Background: an optimization exercise with open tools, aiming at small area, a short achievable clock period and few clock cycles per item. Do not read the settings as production practice.
No run shown here included a check of the RTL's function; only the layout flow was run.
Power is estimated from default activity; no workload was simulated.

<file path="flow/design.v">
module enc1750_fmt (
    input  wire [38:0] frac,    
    input  wire  [2:0] fsel,    
    input  wire        m39,     
    input  wire        m38,     
    input  wire  [7:0] xe,      
    output wire [47:0] data
);
    wire s = m39;
    wire r = (fsel[0] & frac[30]) | (fsel[1] & frac[16]) | (fsel[2] & frac[0]);
    wire c = r ^ s;
    wire in_a = fsel[0] | fsel[1] | fsel[2];
    wire in_b = fsel[1] | fsel[2];
    wire in_c = fsel[2];
    wire [37:0] x;
    genvar k;
    generate
        for (k = 1; k <= 38; k = k + 1) begin : g_x
            if (k <= 8)
                assign x[38-k] = in_a ? (frac[39-k] ^ s) : c;
            else if (k <= 22)
                assign x[38-k] = in_b ? (frac[39-k] ^ s) : c;
            else
                assign x[38-k] = in_c ? (frac[39-k] ^ s) : c;
        end
    endgenerate
    wire [37:0] w = x + {37'd0, c};
    assign data = {m39, m38, w[37:30], w[29:24] | (xe[5:0] & {6{fsel[0]}}), w[23:16],
                   xe & {8{~fsel[0]}}, w[15:0]};
endmodule
module enc1750_core (
    input  wire [63:0] value,
    input  wire  [7:0] width,
    output wire [52:0] sig,     
    output wire        subn,    
    output wire  [2:0] fsel,    
    output wire        m39,     
    output wire        m38,     
    output wire  [7:0] xe,      
    output wire  [1:0] status
);
    wire        s  = value[63];
    wire [10:0] be = value[62:52];
    wire [51:0] fr = value[51:0];
    wire w16 = (width == 8'd16);
    wire w32 = (width == 8'd32);
    wire w48 = (width == 8'd48);
    wire wok = w16 | w32 | w48;
    wire nonfinite = &be;
    wire is_sub    = ~|be;
    wire is_zero   = is_sub & ~|fr;
    wire ok        = wok & ~nonfinite;
    assign sig    = {~is_sub, fr};
    assign subn   = ok & is_sub & ~is_zero;
    assign fsel   = {w48, w32, w16} & {3{ok}};
    assign m39    = ok & ~is_zero & s;
    assign m38    = ok & ~is_zero & ~s;
    assign status = {wok & nonfinite, ~wok};
    wire ones16 = &fr[51:43], ones32 = &fr[42:29], ones48 = &fr[28:13];
    wire zer16  = ~|fr[51:43], zer32 = ~|fr[42:29], zer48 = ~|fr[28:13];
    wire all1 = ones16 & (w16 | (ones32 & (w32 | ones48)));
    wire all0 = zer16  & (w16 | (zer32  & (w32 | zer48)));
    wire inc  = ~s & all1;
    wire dec  = s & all0;
    wire [11:0] bea = {1'b0, be} + {{11{dec}}, inc | dec};
    reg [7:0] xf8;
    reg [5:0] xf6;
    always @(*) begin
        if (is_zero) begin
            xf8 = 8'h00; xf6 = 6'h00;
        end else if (is_sub) begin
            xf8 = 8'h80; xf6 = 6'h20;
        end else begin
            if (bea <= 12'd894)       xf8 = 8'h80;
            else if (bea >= 12'd1149) xf8 = 8'h7f;
            else                      xf8 = bea[7:0] + 8'd2;
            if (bea <= 12'd990)       xf6 = 6'h20;
            else if (bea >= 12'd1053) xf6 = 6'h1f;
            else                      xf6 = bea[5:0] + 6'd2;
        end
    end
    assign xe = ok ? (w16 ? {2'b00, xf6} : xf8) : 8'd0;
endmodule
module fp_encode_1750a (
    input  wire        clk,
    input  wire        rst,
    input  wire        in_valid,
    output wire        in_ready,
    input  wire [63:0] in_value,
    input  wire  [7:0] in_width,
    output wire        out_valid,
    input  wire        out_ready,
    output wire [47:0] out_data,
    output wire  [2:0] out_nbytes,
    output wire  [1:0] out_status
);
    wire [52:0] c_sig;
    wire        c_subn;
    wire  [2:0] c_fsel;
    wire        c_m39, c_m38;
    wire  [7:0] c_xe;
    wire  [1:0] c_status;
    enc1750_core u_core (
        .value (in_value),
        .width (in_width),
        .sig   (c_sig),
        .subn  (c_subn),
        .fsel  (c_fsel),
        .m39   (c_m39),
        .m38   (c_m38),
        .xe    (c_xe),
        .status(c_status)
    );
    reg        ov;       
    reg        pend;     
    reg [52:0] sig_q;
    reg  [2:0] fsel_q;
    reg        m39_q, m38_q;
    reg  [7:0] xe_q;
    reg  [1:0] status_q;
    wire load = ~ov | (~pend & out_ready);
    assign in_ready  = ~rst & load;
    assign out_valid = ~rst & ov & ~pend;
    wire       top8z = ~|sig_q[52:45];
    wire [2:0] lz8   = sig_q[52] ? 3'd0 : sig_q[51] ? 3'd1 : sig_q[50] ? 3'd2 :
                       sig_q[49] ? 3'd3 : sig_q[48] ? 3'd4 : sig_q[47] ? 3'd5 :
                       sig_q[46] ? 3'd6 : 3'd7;
    wire [52:0] sig_n = top8z ? {sig_q[44:0], 8'd0} : (sig_q << lz8);
    always @(posedge clk) begin
        if (rst) begin
            ov   <= 1'b0;
            pend <= 1'b0;
        end else if (load) begin
            ov   <= in_valid;
            pend <= in_valid & c_subn;
        end else if (pend) begin
            pend <= top8z;
        end
    end
    always @(posedge clk) begin
        if (load) begin
            sig_q    <= c_sig;
            fsel_q   <= c_fsel;
            m39_q    <= c_m39;
            m38_q    <= c_m38;
            xe_q     <= c_xe;
            status_q <= c_status;
        end else if (pend) begin
            sig_q    <= sig_n;
        end
    end
    enc1750_fmt u_fmt (
        .frac(sig_q[51:13]),
        .fsel(fsel_q),
        .m39 (m39_q),
        .m38 (m38_q),
        .xe  (xe_q),
        .data(out_data)
    );
    assign out_status = status_q;
    assign out_nbytes = {fsel_q[1] | fsel_q[2], fsel_q[0] | fsel_q[2], 1'b0};
endmodule
</file>
<file path="flow/run.sh">
#!/bin/bash
# synth_recipe.tcl (not shown) runs the flow's synth.tcl, then flattens the netlist and writes it again
# the make line also repeats each setting of config.mk as NAME=value (left out here)
make -C /OpenROAD-flow-scripts/flow DESIGN_CONFIG=/design/flow/config.mk WORK_HOME=/design/flow/orfs CLKGATE_MAP_FILE= SYNTH_SCRIPT=/design/flow/synth_recipe.tcl finish
</file>
<file path="flow/config.mk">
export PLATFORM = sky130hd
export DESIGN_NAME = fp_encode_1750a
export DESIGN_NICKNAME = fp_encode_1750a
export VERILOG_FILES = /design/flow/design.v
export SDC_FILE = /design/flow/constraint.sdc
export NUM_CORES = 4
export LEC_CHECK = 0
export ABC_AREA = 1
export CAP_MARGIN = 20
export CORE_MARGIN = 2
export CORE_UTILIZATION = 40
export SLEW_MARGIN = 20
</file>
<file path="flow/constraint.sdc">
create_clock -name core_clock -period 10.0 [get_ports {clk}]
set_input_delay 2.0000 -clock core_clock [delete_from_list [all_inputs] [get_ports {clk}]]
set_output_delay 2.0000 -clock core_clock [all_outputs]
set_load 0.01 [all_outputs]
</file>
==> results of run 1 <==
[flip-flops by register name, indices dropped and copies added (netlist names)]
register and count:
xe_q 8, m39_q 1, sig_q 53, status_q 2
pend 1, ov 1, m38_q 1, fsel_q 3
[final cells by class]
| class | instances | area [sq um] |
|---|---|---|
| fillers | 2109 | 10200 |
| multi-input cells | 958 | 5160 |
| flip-flops and latches | 70 | 2080 |
| repair buffers | 137 | 1350 |
| inverters | 202 | 761 |
| well taps | 270 | 338 |
| clock buffers | 11 | 233 |
| clock inverters | 5 | 26.3 |
[stage by stage]
stage	area, sq um	total power, mW	hold slack (ns)
after floorplan	8220	0.617	0.469
after global placement	9700	0.783	0.497
after detailed placement	9700	0.782	0.500
after CTS	9950	1.07	0.507
after global routing	9950	1.13	0.583
final	9950	1.07	0.506
[cells in the final DEF, fill, tap and decap left out, types with 9 or more instances in the layout]
cell type / count
nand2_1: 334
inv_1: 184
o21ai_0: 137
clkdlybuf4s50_1: 129
nor2_1: 102
edfxtp_1: 68
nand3_1: 60
a21oi_1: 42
nand4_1: 37
mux2i_1: 34
o2111ai_1: 32
xor2_1: 25
nand2_2: 16
o22ai_1: 16
nor3_1: 15
xnor2_1: 15
inv_2: 12
nor2_2: 10
clkbuf_16: 9
[kinds of logic after synthesis]
logic type | after synthesis
and+or+nand+nor | 617
AOI/OAI and AO/OA | 259
buffers and inverters | 257
DFF | 70
xor gates and xnor gates | 40
muxes | 34
adders and majority gates | 7
other | 1
[final timing paths]
kind         startpoint      endpoint  slack, ns  cells past startpoint
max               m39_q  out_data[44]       3.31                     21
min                  ov          pend       0.51                      2
max reg2reg   sig_q[49]     sig_q[13]       6.32                     11
min reg2reg          ov          pend       0.51                      2
[routing by layer]
layer | share of wire [%] | vias to the layer above | track usage [%]
met5 | 0 | - | 0
met4 | 1.6 | 0 | 6.20
met3 | 5.9 | 28 | 3.14
met2 | 45 | 304 | 38.6
met1 | 48 | 3891 | 34.5
li1 | - | 4483 | -
[worst max-delay path, cell delays in order (launching register included)]
cell,delay (ns)
edfxtp_1,0.35
buf_4,0.24
inv_2,0.57
xor2_1,0.23
nand2_4,0.22
nand2_1,0.08
inv_1,0.06
ha_1,0.18
ha_1,0.19
nand4_1,0.17
inv_1,0.13
nand3_2,0.12
nor3_4,0.19
nand3_2,0.17
nor2_4,0.15
nand2_1,0.10
nor2_2,0.22
nand2_2,0.09
nor2_1,0.10
nand2_1,0.08
xor2_1,0.13
clkdlybuf4s50_1,0.54
[power groups by stage]
stage / registers (mW) / logic (mW) / clock network (mW)
floorplan: 0.372 / 0.245 / 0
global placement: 0.384 / 0.399 / 0
detailed placement: 0.384 / 0.399 / 0
CTS: 0.378 / 0.400 / 0.292
global route: 0.382 / 0.446 / 0.303
finish: 0.378 / 0.400 / 0.288
==> results.tsv, run 1 <==
metric	value	unit
Total Routing Usage GR	24.1	%
CTS max path bufs	2	
period utilization	66.9	%
leakage	4.27	nW
Antenna diodes	0	
Yosys cell types	56	
setup bufs post-CTS	0	
DRT Wirelength	26400	um
Post-Synth Adder-Cell Area	1.07	%
Min Clock Period, post-route	6.69	ns
Slew Limit Fails	0	
root buffer cell	clkbuf_16	
Setup CP Type	reg -> out	
Post-synth top flop	edfxtp_1	
non-filler cells in the finished layout	1653	
share of layout cells above drive strength 1	7.01	%
switching component of the power	384	uW
CTS buffer count	9	
global-route wire length before repair	42000	um
Detailed Place HPWL	20800	um
compound-gate portion of the synthesized area	18.5	%
final setup margin	3.31	ns
core area	0.0202	sq mm
post-synthesis mux area share	4.14	%
vias	8706	
vias in the first global route	8117	
Post-synth top cells	nand2_1, inv_1, o21ai_0	
setup TNS	0	ns
Slew @ Worst Pin	0.943	ns
Syn Area/Cell	6.39	sq um
Synth Area in Simple Gates	34.5	%
Max-cap violations	0	
post-cts sizing count	0	
Seq/Total Area, Yosys	25.3	%
Sw Ratio	36.0	%
Cell Int Power	683	uW
crit path capture type	output port	
Layout area overhead	21.2	%
Yosys reg bits	70	
synth top area cells	edfxtp_1, nand2_1, inv_1	
CTS tree	built	
iteration-0 DRC count of the detailed router	752	
Final Hold Viols	0	
Worst-path clk slew	0.05	ns
DIE HEIGHT	147	um
CP max FO	52	
WP data required	8.00	ns
sequential power share	35.5	%
I/O Pins	131	
post-synth top area share	24.9	%
endpoints failing setup	0	
GP Congestion	0.917	
Post-synth EDFFs	68	
# rows	52	
placed insts	1637	
Clock Sinks	70	
most area-hungry cell type in the Yosys netlist	edfxtp_1	
# H-tree levels	3	
Via density	5.27	
largest family of logic cells by synthesized area	simple AND/OR/NAND/NOR gates	
Die X	147	um
relative slew slack	37.2	%
Layout Skew	0.00829	ns
nets	1461	
Final Util	49.4	%
Worst setup SP type	register	
clock network fraction of total power	27.0	%
initial antenna violation count	0	
clock latency (worst-skew pair)	0.35	ns
largest net degree at the start of global routing	99	
Buffers on Ports	129	
Initial Util	40.7	%
antenna viol nets, final	0	
Yosys warning count	2	
Synth Instances	1285	
Post-CTS Hold Buffers	0	
1st-pass router iterations	7	
Avg WL per Cell	16.0	um
DP Worst Slack	3.63	ns
Logic pwr share	37.5	%
Async SR Flop Fraction	0	%
Cell Area, Synth	0.00822	sq mm
Die ar.	0.0217	sq mm
P per Cell Area	107	mW/mm^2
run status	finished clean	
DRC	0	
Hold Path Class	reg -> reg	
GRT Residual Overflow	0	
setup repair after global routing missed its margin	no	
maximum vdd drop	0.0797	mV
fmax	149	MHz
XOR/XNOR share of the synthesized area	4.26	%
top-count cell post-synth	nand2_1	
CP arrival	4.69	ns
syn_nets	1368	
==> run 2: changes to the inputs <==
--- a/flow/config.mk
+++ b/flow/config.mk
@@ -5,7 +5,6 @@
 export SDC_FILE = /design/flow/constraint.sdc
 export NUM_CORES = 4
 export LEC_CHECK = 0
-export ABC_AREA = 1
 export CAP_MARGIN = 20
 export CORE_MARGIN = 2
 export CORE_UTILIZATION = 40
==> results.tsv, run 2 <==
metric	value	unit	change
run status	finished clean		unchanged
Critical Path Max Stage Delay	0.73	ns	was 0.57 ns
Die X	148	um	was 147 um
CTS buffer count	9		unchanged
vias	7962		was 8706
# rows	52		unchanged
1st-pass router iterations	5		was 7
initial antenna violation count	0		unchanged
CP max stage cell	edfxtp_1		was inv_2
Post-Synth Adder-Cell Area	1.06	%	was 1.07%
antenna viol nets, final	0		unchanged
nets	1185		was 1461
Slew @ Worst Pin	0.908	ns	was 0.943 ns
share of layout cells above drive strength 1	5.24	%	was 7.01%
non-filler cells in the finished layout	1377		was 1653
maximum vdd drop	0.0904	mV	was 0.0797 mV
Post-synth EDFFs	68		unchanged
Slew Limit Fails	0		unchanged
top flop regs	sig_q (53), xe_q (8), fsel_q (3)		unchanged
Register Area	0.00208	sq mm	unchanged
root buffer cell	clkbuf_16		unchanged
XOR/XNOR share of the synthesized area	8.99	%	was 4.26%
Antenna diodes	0		unchanged
Cell Area, Synth	0.00827	sq mm	was 0.00822 sq mm
Layout area overhead	20.7	%	was 21.2%
syn_nets	1119		was 1368
post-cts sizing count	0		unchanged
DP Worst Slack	2.55	ns	was 3.63 ns
Seq/Total Area, Yosys	25.2	%	was 25.3%
Via density	5.78		was 5.27
Hold Startpoint	pend		was ov
WP data required	8.00	ns	about the same
Total Routing Usage GR	22.6	%	was 24.1%
most area-hungry cell type in the Yosys netlist	edfxtp_1		unchanged
Syn Area/Cell	7.98	sq um	was 6.39 sq um
Buffers on Ports	129		unchanged
Die ar.	0.0218	sq mm	was 0.0217 sq mm
CP arrival	5.84	ns	was 4.69 ns
placed insts	1361		was 1637
Worst-path clk slew	0.06	ns	was 0.05 ns
setup repair after global routing missed its margin	no		unchanged
hold slack	0.482	ns	was 0.506 ns
CP top delay family	compound AO/OA/AOI/OAI gates		was simple AND/OR/NAND/NOR gates
global-route wire length before repair	39800	um	was 42000 um
post-synthesis mux area share	18.2	%	was 4.14%
setup TNS	0	ns	unchanged
GP Congestion	0.888		was 0.917
WP buf/inv	1		was 5
leakage	3.37	nW	was 4.27 nW
r2r startpoint	sig_q[48]		was sig_q[49]
multi-input logic area	0.00582	sq mm	was 0.00516 sq mm
fmax	128	MHz	was 149 MHz
Layout Skew	0.00509	ns	was 0.00829 ns
Min Clock Period, post-route	7.84	ns	was 6.69 ns
crit path capture type	output port		unchanged
Initial Util	40.9	%	was 40.7%
largest family of logic cells by synthesized area	simple AND/OR/NAND/NOR gates		unchanged
top-count cell post-synth	mux2i_1		was nand2_1
DRT Wirelength	24800	um	was 26400 um
Post-synth top cells	mux2i_1, nand2_1, o21ai_0		was nand2_1, inv_1, o21ai_0
CP max FO	24		was 52
Setup CP Type	reg -> out		unchanged
Yosys warning count	2		unchanged
Final Util	49.3	%	was 49.4%
final setup margin	2.16	ns	was 3.31 ns
Max-cap violations	0		unchanged
critical path, cell by cell	a221o_1 > o21ai_0 > xnor2_1 > ha_1 > a21boi_0 > o311ai_2 > nor3_1 > nor4b_2 > and4_1 > a21oi_1 > o21a_1 > o32ai_1 > clkdlybuf4s50_1		was buf_4 > inv_2 > xor2_1 > nand2_4 > nand2_1 > inv_1 > ha_1 > ha_1 > nand4_1 > inv_1 > nand3_2 > nor3_4 > nand3_2 > nor2_4 > nand2_1 > nor2_2 > nand2_2 > nor2_1 > nand2_1 > xor2_1 > clkdlybuf4s50_1
Yosys reg bits	70		unchanged
Hold Path Class	reg -> reg		unchanged
post-synth top area share	24.7	%	was 24.9%
P per Cell Area	114	mW/mm^2	was 107 mW/mm^2
filler cell count	1992		was 2109
Post-synth top flop	edfxtp_1		unchanged
Async SR Flop Fraction	0	%	unchanged
vias in the first global route	7344		was 8117
synth top area cells	edfxtp_1, mux2i_1, xnor2_1		was edfxtp_1, nand2_1, inv_1
Synth Instances	1036		was 1285
clock latency (worst-skew pair)	0.34	ns	was 0.35 ns
GRT Residual Overflow	0		unchanged
commonest cells after routing, fill and taps aside	mux2i_1, clkdlybuf4s50_1, nand2_1		was nand2_1, inv_1, o21ai_0
Avg WL per Cell	18.0	um	was 16.0 um
period utilization	78.4	%	was 66.9%
Synth Area in Simple Gates	21.7	%	was 34.5%
compound-gate portion of the synthesized area	19.9	%	was 18.5%
Worst setup SP type	register		unchanged
I/O Pins	131		unchanged
Final Hold Viols	0		unchanged
core area	0.0202	sq mm	about the same
setup bufs post-CTS	0		unchanged
Total Power	1.14	mW	was 1.07 mW
DRC	0		unchanged
CP startpoint	fsel_q[0]		was m39_q
max FFs per register	53		unchanged
Post-CTS Hold Buffers	0		unchanged
endpoints failing setup	0		unchanged
largest net degree at the start of global routing	88		was 99
Clock Sinks	70		unchanged
CTS tree	built		unchanged
Detailed Place HPWL	18600	um	was 20800 um
Biggest register	sig_q		unchanged
# H-tree levels	3		unchanged
iteration-0 DRC count of the detailed router	551		was 752
Area after DPL	0.00968	sq mm	was 0.00970 sq mm
final non-filler cell area	0.00998	sq mm	was 0.00995 sq mm
relative slew slack	39.0	%	was 37.2%
Yosys cell types	82		was 56
CTS max path bufs	2		unchanged
DIE HEIGHT	148	um	was 147 um
commonest non-fill, non-tap cell in the layout	mux2i_1		was nand2_1
## run 2: cell types whose count changed in the layout (fill, tap and decap cells not counted), moves of 13 or more
cell       previous run  this run
a21oi_1              42        69
nand3_1              60        23
nand4_1              37        22
o22ai_1              16         3
mux2i_1              34       145
o2111ai_1            32         2
inv_1               184        12
nand2_1             334       113
o21ai_0             137        96
nand2_2              16         0
xnor2_1              15        56
## run 2: cell families (layout without fill, tap and decap cells)
logic type	Yosys count	after routing
other	1	1
AO/OA/AOI/OAI	263	263
flip-flops	70	70
multiplexers	149	149
buffers and inverters	100	171
XOR/XNOR	84	84
AND/OR/NAND/NOR	362	362
adder cells (fa/ha/maj)	7	7
## run 2: where the power goes
part	total, mW	switching [mW]	leakage, nW	internal, mW
clock	0.344	0.129	0.149	0.216
combinational	0.394	0.203	2.48	0.191
sequential	0.404	0.0502	0.740	0.354
## run 2: per-layer routing
metal	share of wire [%]	global-route usage, %	vias to the layer above
li1	-	-	3946
met1	49	34.9	3743
met2	44	33.5	257
met3	6.0	2.41	16
met4	1.0	5.19	0
met5	0	0	-
## run 2: path summary, 6_finish.rpt
kind	depth (start not counted)	slack [ns]	endpoint
max reg2reg	10	6.90	sig_q[41]
min	2	0.48	pend
min reg2reg	2	0.48	pend
max	13	2.16	out_data[45]
## run 2: cell type report
cell class | instances | share of cell area [%]
clock buffer | 10 | 2.29
clock inverter | 6 | 0.765
inverter | 14 | 0.527
multi-input combinational | 866 | 58.3
sequential | 70 | 20.9
tap | 270 | 3.38
timing repair buffer | 141 | 13.8
## run 2: tightest hold or removal path, delay by kind of cell, from the launching register on
family | cells | cell delay, ns
compound gates | 1 | 0.06
simple gates | 1 | 0.06
flops | 1 | 0.32

-- separate check: timing with driven ports --
No port has a modelled driver above. Below, the same layouts with a new extraction and two added sets of constraints.
Step 1, drivers: a clkbuf_16 drives clk and a buf_2 each remaining input, both assumed.
Step 2 adds t to the input delays and takes it off the output delays; t is the mean of the earliest and latest rising clock arrival at the registers after step 1. Input paths then give back, and output paths get back, about the clock's delay inside the block.
a / b / c = no drivers / after step 1 / after step 2; a / b = the first two.
run	shift t [ns]	setup slack, ns	hold WS [ns]	worst setup path at the end	worst data-port slew with drivers (ns)
run 1	0.387	3.310 / 3.265 / 3.651	0.506 / 0.506 / 0.506	register to output	0.05
run 2	0.385	2.160 / 2.117 / 2.502	0.482 / 0.482 / 0.482	register to output	0.04
After both steps every run listed still meets setup and hold.
